Source: an optimization exercise on an open RTL-to-GDS flow (aim: small area and a short achievable clock period). Production flows keep margins and buffers that such runs may drop.
RTL that was checked went through simulation tests only; none was proved equivalent to the original.
No activity file was given, so power comes from the tool's default toggle rates.

## old
## cia402_fsm
module cia402_fsm (
  input  wire         clk,
  input  wire         rst,
  input  wire         start,
  input  wire         operational,
  input  wire         stop_req,
  input  wire [31:0]  cfg_target_vel,
  input  wire [7:0]   cfg_mode,
  input  wire [15:0]  cfg_max_torque,
  output wire         ex_req,
  input  wire         ex_valid,
  input  wire         ex_resp_fresh,
  input  wire [127:0] ex_in,
  input  wire [15:0]  ex_wkc,
  output wire [127:0] ex_out,
  output wire [2:0]   phase,
  output wire         exit_code,
  output wire [2:0]   dstate,
  output wire [32:0]  delta,
  output wire         delta_valid,
  output wire         moving,
  output wire         enable_evt,
  output wire [31:0]  enable_pos,
  output wire         report_valid,
  output wire [63:0]  report_cycle,
  output wire [15:0]  report_status,
  output wire [15:0]  report_control,
  output wire [31:0]  report_position,
  output wire [32:0]  report_delta,
  output wire [35:0]  report_rpm,
  output wire [31:0]  report_velocity,
  output wire [7:0]   report_mode,
  output wire [15:0]  report_wkc
);
For scale: roughly 2,500 cells after synthesis, roughly 670 I/O pins.
export LEC_CHECK = 0
export CAP_MARGIN = 20
export CORE_MARGIN = 2
export CORE_UTILIZATION = 40
export SETUP_SLACK_MARGIN = 4
export SLEW_MARGIN = 20
export SYNTH_HIERARCHICAL = 1
export SYNTH_MINIMUM_KEEP_SIZE = 0
create_clock -name core_clock -period 8.0 [get_ports {clk}]
standard.sh (not shown) runs the stock make flow with config.mk's settings and CLKGATE_MAP_FILE= SYNTH_SCRIPT=/design/flow/synth_recipe.tcl, a recipe that flattens the netlist after the stock synthesis.
==> flow/flow/run.sh <==
#!/bin/bash
# The standard layout (standard.sh: the standard flow's synthesis, floorplan, place, CTS, route), with the
# port buffers that placement inserts on every input and output made from the small
# sky130_fd_sc_hd__buf_1 instead of the default pick; repair may still resize them.
set -euo pipefail
bash standard.sh 'BUFFER_PORTS_ARGS=-buffer_cell sky130_fd_sc_hd__buf_1' finish > standard_flow.log 2>&1
Input changes introduced in new (baseline for comparison: old):
Settings: swapping 4 for 5 in SETUP_SLACK_MARGIN.
==> comparison <==
Taking old as the reference, in new worst path buffer plus inverter count now sits higher; final total power now larger; final core utilization went up. Sort old and new by data arrival time at the worst-slack endpoint, ascending, and new comes first. Against old, new comes in 7.7% lower on pin count of the biggest net entering global routing. On fraction of area in multi-input gates, old tracks new almost exactly. old has lower critical path depth than new. new — clock power share 0.3 points higher, old as reference. Route | new vs old | wire longer in new. Between old and new, the storage element area does not differ in any meaningful way.
No functional check of the RTL was part of any run of this note.


cia402_fsm, a different RTL version from the one above (not shown whole).
Size: roughly 2400 cells after synthesis, about 670 I/O pins, roughly 19000 µm² of cells after synthesis.
==> flow/config.mk <==
export PLATFORM = sky130hd
export DESIGN_NAME = cia402_fsm
export DESIGN_NICKNAME = cia402_fsm
export VERILOG_FILES = /design/flow/design.v
export SDC_FILE = /design/flow/constraint.sdc
export NUM_CORES = 4
export LEC_CHECK = 0
export CAP_MARGIN = 20
export CORE_MARGIN = 2
export CORE_UTILIZATION = 44
export SETUP_SLACK_MARGIN = 5
export SLEW_MARGIN = 20
export SYNTH_HIERARCHICAL = 1
export SYNTH_MINIMUM_KEEP_SIZE = 0
==> flow/constraint.sdc <==
create_clock -name core_clock -period 8.0 [get_ports {clk}]
set_input_delay 1.6000 -clock core_clock [delete_from_list [all_inputs] [get_ports {clk}]]
set_output_delay 1.6000 -clock core_clock [all_outputs]
set_load 0.01 [all_outputs]
Scripts as last shown in full above: flow/flow/run.sh
Rerun with:
CORE_UTILIZATION = 40   (was 44)
The new run completed without violations.
Sequential share of layout area shrinks by 0.30 points.
Synthesized area stays the same.
Setup slack degrades by 0.020 ns.
Wire length grows by 2.5%.


Another version of the RTL of cia402_fsm (not shown whole).
Size: ~2700 cells after synthesis, about 21000 µm² of cells after synthesis.
==> flow/config.mk <==
export PLATFORM = sky130hd
export DESIGN_NAME = cia402_fsm
export DESIGN_NICKNAME = cia402_fsm
export VERILOG_FILES = /design/flow/design.v
export SDC_FILE = /design/flow/constraint.sdc
export NUM_CORES = 4
export LEC_CHECK = 0
export CAP_MARGIN = 20
export CORE_MARGIN = 2
export CORE_UTILIZATION = 40
export PLACE_DENSITY = 0.75
export SETUP_SLACK_MARGIN = 5
export SLEW_MARGIN = 20
export SYNTH_HIERARCHICAL = 1
export SYNTH_MINIMUM_KEEP_SIZE = 0
==> flow/constraint.sdc <==
create_clock -name core_clock -period 8.0 [get_ports {clk}]
set_input_delay 1.6000 -clock core_clock [delete_from_list [all_inputs] [get_ports {clk}]]
set_output_delay 1.6000 -clock core_clock [all_outputs]
set_load 0.01 [all_outputs]
Scripts as last shown in full above: flow/flow/run.sh
The baseline completed without violations.
Change:
--- a/flow/config.mk
+++ b/flow/config.mk
@@ -11 +10,0 @@
-export PLACE_DENSITY = 0.75
- The changed run completed with no timing, DRC or antenna violations
- routed wire length is higher by 1.8%
- setup slack improves by 0.0076 ns
- non-clock buffer count is lower by 8
- flip-flop and latch count is unchanged
- die area does not change
- total power is lower by 0.80%


cia402_fsm, a different RTL version from the one above (not shown whole).
For scale: ~2000 cells after synthesis, roughly 670 I/O pins, ~0.017 mm^2 of cells after synthesis.
make LEC_CHECK=0 CAP_MARGIN=20 CORE_MARGIN=2 CORE_UTILIZATION=40 SLEW_MARGIN=20 finish   # period 8.0 ns
run.sh (not shown) runs the stock make flow with config.mk's settings and CLKGATE_MAP_FILE= SYNTH_SCRIPT=/design/flow/synth_recipe.tcl, a recipe that flattens the netlist after the stock synthesis.
Stock flow here: none of the scripts above is used.
The starting point passed the timing, DRC and antenna checks.
Next try:
- SETUP_SLACK_MARGIN: unset -> 5
Wire length increases by 23%. Fmax rose by about 20%. Area after synthesis stays the same. Setup slack gets better by 790 ps.
Function was not checked in any run of this note: the RTL went through the layout flow alone.


cia402_fsm, a different RTL version from the one above (not shown whole).
Size in the first run: ~2,700 cells after synthesis, roughly 670 I/O pins, about 21,000 um^2 of cells after synthesis.
Settings: LEC_CHECK=0, CAP_MARGIN=20, CORE_MARGIN=2, CORE_UTILIZATION=40, CTS_BUF_LIST=sky130_fd_sc_hd__clkbuf_8, SETUP_SLACK_MARGIN=4.6, SLEW_MARGIN=20, SYNTH_HIERARCHICAL=1, SYNTH_MINIMUM_KEEP_SIZE=0; clock period 8.0 ns.
standard.sh (not shown) runs the stock make flow with config.mk's settings and CLKGATE_MAP_FILE= SYNTH_SCRIPT=/design/flow/synth_recipe.tcl, a recipe that flattens the netlist after the stock synthesis.
Scripts as last shown in full above: flow/flow/run.sh
The first run finished with timing, DRC and antenna clean.
Rerun with:
Settings changed: SETUP_SLACK_MARGIN 4.6 to 5.
What happened: Clock-buffer cell count is lower by 1; power is higher by 2.0%; worst setup slack gains 0.31 ns; die area stays the same; final area is higher by 3.4%; sequential share of layout area is lower by 0.94 points; global-route usage is higher by 0.85 points; via count is higher by 1.9%.
No functional check of the RTL was part of any run of this note.

[what the ideal ports hide]
Ports are ideal in the flow. The routed layouts listed here were re-timed in OpenROAD.
Step 1 assumes that a clkbuf_16 drives the clock port and a buf_2 every other input.
Step 2, shift: input delay + t, output delay - t, t = (earliest + latest rising clock arrival at the registers) / 2. This alone moves slack from input paths to output paths.
Slacks: ideal ports / drivers / drivers and shift; pairs: ideal ports / drivers.
run	shift t [ns]	setup WS [ns]	hold WS [ns]	worst register clock-pin slew, ns	cell pins on the clock port's net
old	0.625	4.056 / 4.052 / 3.427	0.453 / 0.453 / 0.453	0.06 / 0.06	1
new	0.628	4.687 / 4.706 / 4.078	0.453 / 0.453 / 0.453	0.06 / 0.06	1
the first run of note 2	0.611	5.025 / 5.033 / 4.422	0.454 / 0.454 / 0.454	0.06 / 0.06	1
the second run of note 2	0.629	5.005 / 5.001 / 4.372	0.451 / 0.451 / 0.451	0.07 / 0.07	1
the first run of note 3	0.615	5.030 / 5.029 / 4.431	0.453 / 0.453 / 0.453	0.06 / 0.06	1
the second run of note 3	0.634	5.038 / 4.986 / 4.421	0.453 / 0.453 / 0.453	0.06 / 0.06	1
the first run of note 4	0.613	3.104 / 3.090 / 2.478	0.452 / 0.452 / 0.452	0.06 / 0.06	1
the second run of note 4	0.616	3.894 / 3.829 / 3.213	0.451 / 0.451 / 0.451	0.06 / 0.06	1
the first run of note 5	0.690	4.694 / 4.729 / 4.039	0.452 / 0.452 / 0.452	0.07 / 0.07	1
the second run of note 5	0.661	5.008 / 4.996 / 4.335	0.452 / 0.452 / 0.452	0.06 / 0.06	1
After both steps every run listed still meets setup and hold. For the second run of note 4, which loses most, drivers alone change the setup slack by -0.065 ns; drivers and shift together by -0.681 ns.
